Source: an optimization exercise on an open RTL-to-GDS flow (aim: small area, a short achievable clock period and few clock cycles per item). Production flows keep margins and buffers that such runs may drop. In this exercise RTL edits were held to simulation tests only and were not proved equivalent to the original.

==> flow/design.v <==
module fp_mul (
    input  wire [31:0] a,
    input  wire [31:0] b,
    output reg  [31:0] y
);
    wire        sa = a[31];
    wire        sb = b[31];
    wire [7:0]  ea = a[30:23];
    wire [7:0]  eb = b[30:23];
    wire [22:0] fa = a[22:0];
    wire [22:0] fb = b[22:0];
    wire a_nan  = (ea == 8'hFF) && (fa != 23'd0);
    wire b_nan  = (eb == 8'hFF) && (fb != 23'd0);
    wire a_inf  = (ea == 8'hFF) && (fa == 23'd0);
    wire b_inf  = (eb == 8'hFF) && (fb == 23'd0);
    wire a_zero = (ea == 8'h00) && (fa == 23'd0);
    wire b_zero = (eb == 8'h00) && (fb == 23'd0);
    wire sy     = sa ^ sb;
    wire [23:0] ma = {(ea != 8'h00), fa};
    wire [23:0] mb = {(eb != 8'h00), fb};
    wire [9:0]  xa = (ea == 8'h00) ? 10'd1 : {2'b00, ea};
    wire [9:0]  xb = (eb == 8'h00) ? 10'd1 : {2'b00, eb};
    wire [47:0] prod = ma * mb;
    reg [5:0] lz;
    integer i;
    always @* begin
        lz = 6'd48;
        for (i = 0; i < 48; i = i + 1)
            if (prod[i]) lz = 6'd47 - i[5:0];
    end
    reg  [47:0]       pn;      
    reg  signed [11:0] be;     
    reg  [11:0]       rsh;     
    reg  [113:0]      wide;
    reg  [49:0]       ps;      
    reg  [7:0]        ef;      
    reg  [23:0]       mant;
    reg               g, st, rnd;
    reg  [31:0]       sum;
    always @* begin
        pn  = prod << lz;
        be  = $signed({2'b00, xa}) + $signed({2'b00, xb}) - 12'sd126 - $signed({6'd0, lz});
        rsh = 12'd0;
        if (be < 12'sd1)
            rsh = 12'd1 - be;
        wide = {pn, 2'b00, 64'd0} >> ((rsh > 12'd63) ? 6'd63 : rsh[5:0]);
        ps   = {wide[113:65], wide[64] | (|wide[63:0])};
        ef   = (be < 12'sd1) ? 8'd0 : be[7:0];
        mant = ps[49:26];
        g    = ps[25];
        st   = |ps[24:0];
        rnd  = g & (st | mant[0]);
        sum  = {1'b0, ef, mant[22:0]} + {31'd0, rnd};
        if (a_nan || b_nan || (a_inf && b_zero) || (b_inf && a_zero))
            y = 32'h7FC00000;
        else if (a_inf || b_inf)
            y = {sy, 8'hFF, 23'd0};
        else if (a_zero || b_zero)
            y = {sy, 31'd0};
        else if (be > 12'sd254)
            y = {sy, 8'hFF, 23'd0};
        else if (sum[30:23] == 8'hFF)
            y = {sy, 8'hFF, 23'd0};
        else
            y = {sy, sum[30:0]};
    end
endmodule
module fp_add (
    input  wire [31:0] a,
    input  wire [31:0] b,
    output reg  [31:0] y
);
    wire        sa = a[31];
    wire        sb = b[31];
    wire [7:0]  ea = a[30:23];
    wire [7:0]  eb = b[30:23];
    wire [22:0] fa = a[22:0];
    wire [22:0] fb = b[22:0];
    wire a_nan = (ea == 8'hFF) && (fa != 23'd0);
    wire b_nan = (eb == 8'hFF) && (fb != 23'd0);
    wire a_inf = (ea == 8'hFF) && (fa == 23'd0);
    wire b_inf = (eb == 8'hFF) && (fb == 23'd0);
    wire        swap = (b[30:0] > a[30:0]);
    wire        sl   = swap ? sb : sa;
    wire        ss   = swap ? sa : sb;
    wire [7:0]  el   = swap ? eb : ea;
    wire [7:0]  es   = swap ? ea : eb;
    wire [22:0] fl   = swap ? fb : fa;
    wire [22:0] fs   = swap ? fa : fb;
    wire [7:0]  xl = (el == 8'h00) ? 8'd1 : el;
    wire [7:0]  xs = (es == 8'h00) ? 8'd1 : es;
    wire [7:0]  d  = xl - xs;
    wire [26:0] ml = {(el != 8'h00), fl, 3'b000};
    wire [26:0] ms = {(es != 8'h00), fs, 3'b000};
    reg  [53:0] wide;
    reg  [26:0] msa;       
    reg  [27:0] r;         
    reg  [26:0] rn;        
    reg  [8:0]  e;         
    reg  [4:0]  lz;
    reg  [4:0]  sh;
    reg  [7:0]  lim;
    reg  [7:0]  ef;
    reg  [23:0] mant;
    reg         rnd;
    reg  [31:0] sum;
    reg         sy;
    integer i;
    always @* begin
        wide = {ms, 27'd0} >> ((d > 8'd27) ? 5'd27 : d[4:0]);
        msa  = {wide[53:28], wide[27] | (|wide[26:0])};
        if (sl == ss)
            r = {1'b0, ml} + {1'b0, msa};
        else
            r = {1'b0, ml} - {1'b0, msa};
        lz = 5'd27;
        for (i = 0; i < 27; i = i + 1)
            if (r[i]) lz = 5'd26 - i[4:0];
        lim = 8'd0;
        sh  = 5'd0;
        if (r[27]) begin
            rn = {r[27:2], r[1] | r[0]};
            e  = {1'b0, xl} + 9'd1;
        end else begin
            lim = xl - 8'd1;
            sh  = ({3'b000, lz} > lim) ? lim[4:0] : lz;
            rn = r[26:0] << sh;
            e  = {1'b0, xl} - {4'd0, sh};
        end
        ef   = rn[26] ? e[7:0] : 8'd0;
        mant = rn[26:3];
        rnd  = rn[2] & ((|rn[1:0]) | mant[0]);
        sum  = {1'b0, ef, mant[22:0]} + {31'd0, rnd};
        sy   = (r == 28'd0) ? (sa & sb) : sl;
        if (a_nan || b_nan || (a_inf && b_inf && (sa != sb)))
            y = 32'h7FC00000;
        else if (a_inf)
            y = {sa, 8'hFF, 23'd0};
        else if (b_inf)
            y = {sb, 8'hFF, 23'd0};
        else if (e > 9'd254 && rn[26])
            y = {sy, 8'hFF, 23'd0};
        else if (sum[30:23] == 8'hFF)
            y = {sy, 8'hFF, 23'd0};
        else
            y = {sy, sum[30:0]};
    end
endmodule
module cal_eval (
    input  wire        clk,
    input  wire        rst,         
    input  wire        in_valid,
    output wire        in_ready,
    input  wire [31:0] raw,
    input  wire [31:0] c0,
    input  wire [31:0] c1,
    input  wire [31:0] c2,
    output reg         out_valid,
    output reg  [31:0] result
);
    localparam S_IDLE = 3'd0,
               S_MUL1 = 3'd1,    
               S_ADD1 = 3'd2,    
               S_MUL2 = 3'd3,    
               S_ADD2 = 3'd4;    
    reg [2:0]  state;
    reg [31:0] r_raw, r_c0, r_c1, r_c2;
    reg [31:0] t;                
    wire [31:0] mul_b = (state == S_MUL1) ? r_c2 : t;
    wire [31:0] add_a = (state == S_ADD1) ? r_c1 : r_c0;
    wire [31:0] mul_y, add_y;
    fp_mul u_mul (.a(r_raw), .b(mul_b), .y(mul_y));
    fp_add u_add (.a(add_a), .b(t),     .y(add_y));
    assign in_ready = (state == S_IDLE);
    always @(posedge clk) begin
        if (rst) begin
            state     <= S_IDLE;
            out_valid <= 1'b0;
        end else begin
            out_valid <= 1'b0;
            case (state)
                S_IDLE: if (in_valid) begin
                    r_raw <= raw;
                    r_c0  <= c0;
                    r_c1  <= c1;
                    r_c2  <= c2;
                    state <= S_MUL1;
                end
                S_MUL1: begin
                    t     <= mul_y;
                    state <= S_ADD1;
                end
                S_ADD1: begin
                    t     <= add_y;
                    state <= S_MUL2;
                end
                S_MUL2: begin
                    t     <= mul_y;
                    state <= S_ADD2;
                end
                S_ADD2: begin
                    result    <= add_y;
                    out_valid <= 1'b1;
                    state     <= S_IDLE;
                end
                default: state <= S_IDLE;
            endcase
        end
    end
endmodule
==> flow/run.sh <==
#!/bin/bash
# synth_recipe.tcl (not shown) runs the flow's synth.tcl, then flattens the netlist and writes it again
# the make line also repeats each setting of config.mk as NAME=value (left out here)
make -C /OpenROAD-flow-scripts/flow DESIGN_CONFIG=/design/flow/config.mk WORK_HOME=/design/flow/orfs CLKGATE_MAP_FILE= SYNTH_SCRIPT=/design/flow/synth_recipe.tcl finish
==> flow/config.mk <==
export PLATFORM = sky130hd
export DESIGN_NAME = cal_eval
export DESIGN_NICKNAME = cal_eval
export VERILOG_FILES = /design/flow/design.v
export SDC_FILE = /design/flow/constraint.sdc
export NUM_CORES = 4
export LEC_CHECK = 0
export CAP_MARGIN = 20
export CORE_MARGIN = 2
export CORE_UTILIZATION = 40
export SLEW_MARGIN = 20
==> flow/constraint.sdc <==
create_clock -name core_clock -period 22.0 [get_ports {clk}]
set_input_delay 4.4000 -clock core_clock [delete_from_list [all_inputs] [get_ports {clk}]]
set_output_delay 4.4000 -clock core_clock [all_outputs]
set_load 0.01 [all_outputs]
==> notes.md <==
* Die Width at approximately 360 um
* Startpoint class of the critical path: flip-flop
* Synth warnings at 3
* Fmax achieved at between 40 and 50 MHz
* Number of synthesized flops with an enable pin at 192
* Worst-margin pin slew at 1.234 ns
* Worst-path fanout max at 37
* Hold depth at 1
* First-pass GRT wire length at roughly 320 mm
* Top cells by area, synth: fa_1 19%, edfxtp_1 12%, ha_1 7.6%, nor2b_1 5.3%, inv_1 5.1%
* Post-route minimum period at between 20 and 25 ns
* Worst Hold Launch: state[0]$_SDFFE_PP0P_
* Synth Register Bits at between 150 and 200
* Detail Placement HPWL at about 160 mm
* Post-route clock period utilization at 0.9363
* Post-synthesis xor/xnor area fraction at 0.02792
* Std-Cell Rows at between 100 and 150
* Crit end category: flip-flop
* Inserted Clock Buffers at 17
* CTS Sinks at around 200
* Vias in the first global route at ~50k
* Dpl ws at 1.630 ns
* PnR worst setup slack at 1.400 ns
* CTS tree: yes
* Max-slew headroom at 0.1772
* Htree depth at 4
* Most numerous cell in the Yosys netlist: inv_1
* Largest stage delay on the critical path at just over 1 ns
* Post-synthesis cell type count at around 130
* Drt wl/cell at about 26 um
* Worst Reg-to-Reg Cells at 73
* Adder-cell area share of the yosys netlist at 0.2708
* CTS clk-pin slew, worst paths at 0.08 ns
* Synth Cell Area at approximately 50,000 sq um
* I/O pin total at between 150 and 200
* Vias post-DR at between 50k and 60k
* Worst Skew at slightly below 0.04 ns
* Inst Count DP at 7,992
* Top post-synthesis cells by count: 677 x inv_1, 487 x fa_1, 467 x nor2_1
* Crit-path slowest cell: nor3b_4
* Ys async rst share at 0
* Outcome: no timing/DRC/antenna violations
* DRC at 0
* RSZ-0062 raised after global routing: no
* R2r setup slk at roughly 1.4 ns
* Iteration-0 DRC Markers at around 7.1k
* Layout Nets at around 7.3k
* Worst Hold End: state[0]$_SDFFE_PP0P_
* Clk buf depth at 2
* Setup total negative slack at 0 ns
* Area of the die at 127,900 sq um
* Total track usage at 0.3241
* Placed cell areas at between 50,000 and 60,000 sq um
* Starting Density at 0.4039
* HP Class: reg -> reg
* WP data arrival at between 20 and 25 ns
* Max Cap Viol at 0
* Post-Synth Simple-Gate Area at 0.2413
* Finished Cell Area at roughly 55,000 sq um
* Syn Nets at around 7.2k
* Main combinational cell family by area after synthesis: adder cells
* Clk Latency, worst-skew pair at 0.58 ns
* Setup Fix Bufs, Post-CTS at 0
* Cell mode on critical path: buf_4
* CP required at about 22 ns
* Post-synth top area share at 0.1950
* Sequential element share of the synthesized area at 0.1169
* Area leader, netlist: fa_1
* Die Span Y at about 360 um
* Core Area at between 100,000 and 150,000 sq um
* Final Max Tran Viols at 0
* Largest net degree at the start of global routing at 73
* Final Hold Viols at 0
* FF-to-FF Start: state[1]$_SDFFE_PP0P_
* Hold_ws at slightly above 0.6 ns
* GRT Residual Overflow at 0
* Main synth FF type: edfxtp_1
* Worst R2R End: t[9]$_DFFE_PP_
* Final core occ at 0.4441
* Initial antenna violation count at 2
* Synth Area in Compound Gates at 0.2253
* WS Path Type: reg -> reg
* Clock root cell: clkbuf_16
* Placer Congestion at 1.069
* PortBufs at between 150 and 200
* Post-synthesis mux area share at 0.03508
* Setup-failing EPs final at 0
* WL final at 211.2 mm
* Fin cells at about 8k
* Mapped Avg Cell Area at a little under 8 sq um
* Synth-to-layout area growth at 9.951%
* Diodes inserted at 0
* DR vias/cell at about 6.4
* Number of gates resized after cts at 0
* CTS Hold Bufs at 0
* Layout cells sized above 1 at 0.07450
* Drt first pass iters at 8
* DRT antenna net count at 0
* Cell count after synthesis at ~6.3k
[placed cells by master, fill, tap and decap left out, types with 27 or more instances in the layout]
master,n
a211o_1,36
a211oi_1,69
a21o_1,81
a21oi_1,352
a221oi_1,33
a22oi_1,55
a31oi_1,74
and2_1,124
and3_1,38
buf_4,253
clkdlybuf4s50_1,164
edfxtp_1,192
fa_1,487
ha_1,303
inv_1,676
mux2i_1,115
nand2_1,456
nand2b_1,54
nand3_1,177
nand4_1,115
nor2_1,461
nor2b_1,426
nor3_1,189
nor4_1,89
o2111ai_1,27
o211ai_1,114
o21a_1,42
o21ai_0,260
o21bai_1,27
o221ai_1,33
o22ai_1,63
o31ai_1,48
or3_1,37
xnor2_1,93
xor2_1,56
[final cells by class]
type | instances | area, sq um
fill | 12430 | 68820
multi-input combinational | 5057 | 40300
sequential | 196 | 5846
timing repair buffer | 422 | 3622
inverter | 682 | 2560
tap | 1637 | 2048
clock buffer | 17 | 425.4
clock inverter | 15 | 182.7
[kinds of logic after synthesis]
group,after synthesis
AOI/OAI and AO/OA,1633
adders and majority gates,790
and+or+nand+nor,2319
muxes,162
DFF,196
buffers and inverters,1064
xor gates and xnor gates,153
[routing by layer]
layer,wire length (um),global-route usage,vias up
met5,18,0,-
met4,9655,0.1326,4
met2,86290,0.4609,3135
met1,90580,0.4638,25260
li1,-,-,22640
met3,24630,0.08382,524
[sequential cells by signal (all words and copies together), names as in the netlist]
register	count
state	3
r_c1	32
out_valid	1
r_c2	32
result	32
r_raw	32
t	32
r_c0	32
[worst max path at each step]
| stage | startpoint | to | slack, ns | cells past startpoint |
|---|---|---|---|---|
| after floorplan | state[2]$_SDFFE_PP0P_ | t[3]$_DFFE_PP_ | 2.55 | 87 |
| after global placement | state[0]$_SDFFE_PP0P_ | t[21]$_DFFE_PP_ | 1.39 | 53 |
| after global routing | state[1]$_SDFFE_PP0P_ | t[13]$_DFFE_PP_ | 0.24 | 73 |
| after detailed placement | state[0]$_SDFFE_PP0P_ | t[9]$_DFFE_PP_ | 1.63 | 54 |
| after CTS | state[0]$_SDFFE_PP0P_ | t[9]$_DFFE_PP_ | 1.54 | 54 |
| final | state[1]$_SDFFE_PP0P_ | t[9]$_DFFE_PP_ | 1.40 | 73 |
[worst max-delay path: cells and delay by family, from the launching register on]
family / cells / cell delay, ns
xor+xnor: 1 / 0.21
fa+ha+maj: 7 / 2.16
simple gates: 24 / 7.78
compound gates: 25 / 5.75
mux: 5 / 1.48
buf+inv: 11 / 2.31
flops: 1 / 0.52
Testbench counts, summed over its fixed seeds: cycles 80,008, items 16,000.

static timing again, ports no longer ideal:
In the flow no input, the clock included, has a driving cell. The finished layout below was timed again as built, in two steps. Step 1 assumes that a clkbuf_16 drives the clock port and a buf_2 every other input. Step 2 adds t to the input delays and takes it off the output delays; t is the mean of the earliest and latest rising clock arrival at the registers after step 1. Input paths then give back, and output paths get back, about the clock's delay inside the block. a / b / c = ideal / step 1 / step 2; a / b = the first two.
t (ns): 0.621
setup WS [ns]: 1.400 / 1.400 / 1.400
latest minus earliest clock arrival (ns): 0.040 / 0.040
worst register clock-pin slew, ns: 0.11 / 0.11
After both steps setup and hold are still met in this run. For this run, drivers alone change the setup slack by 0.000 ns; drivers and shift together by 0.000 ns.
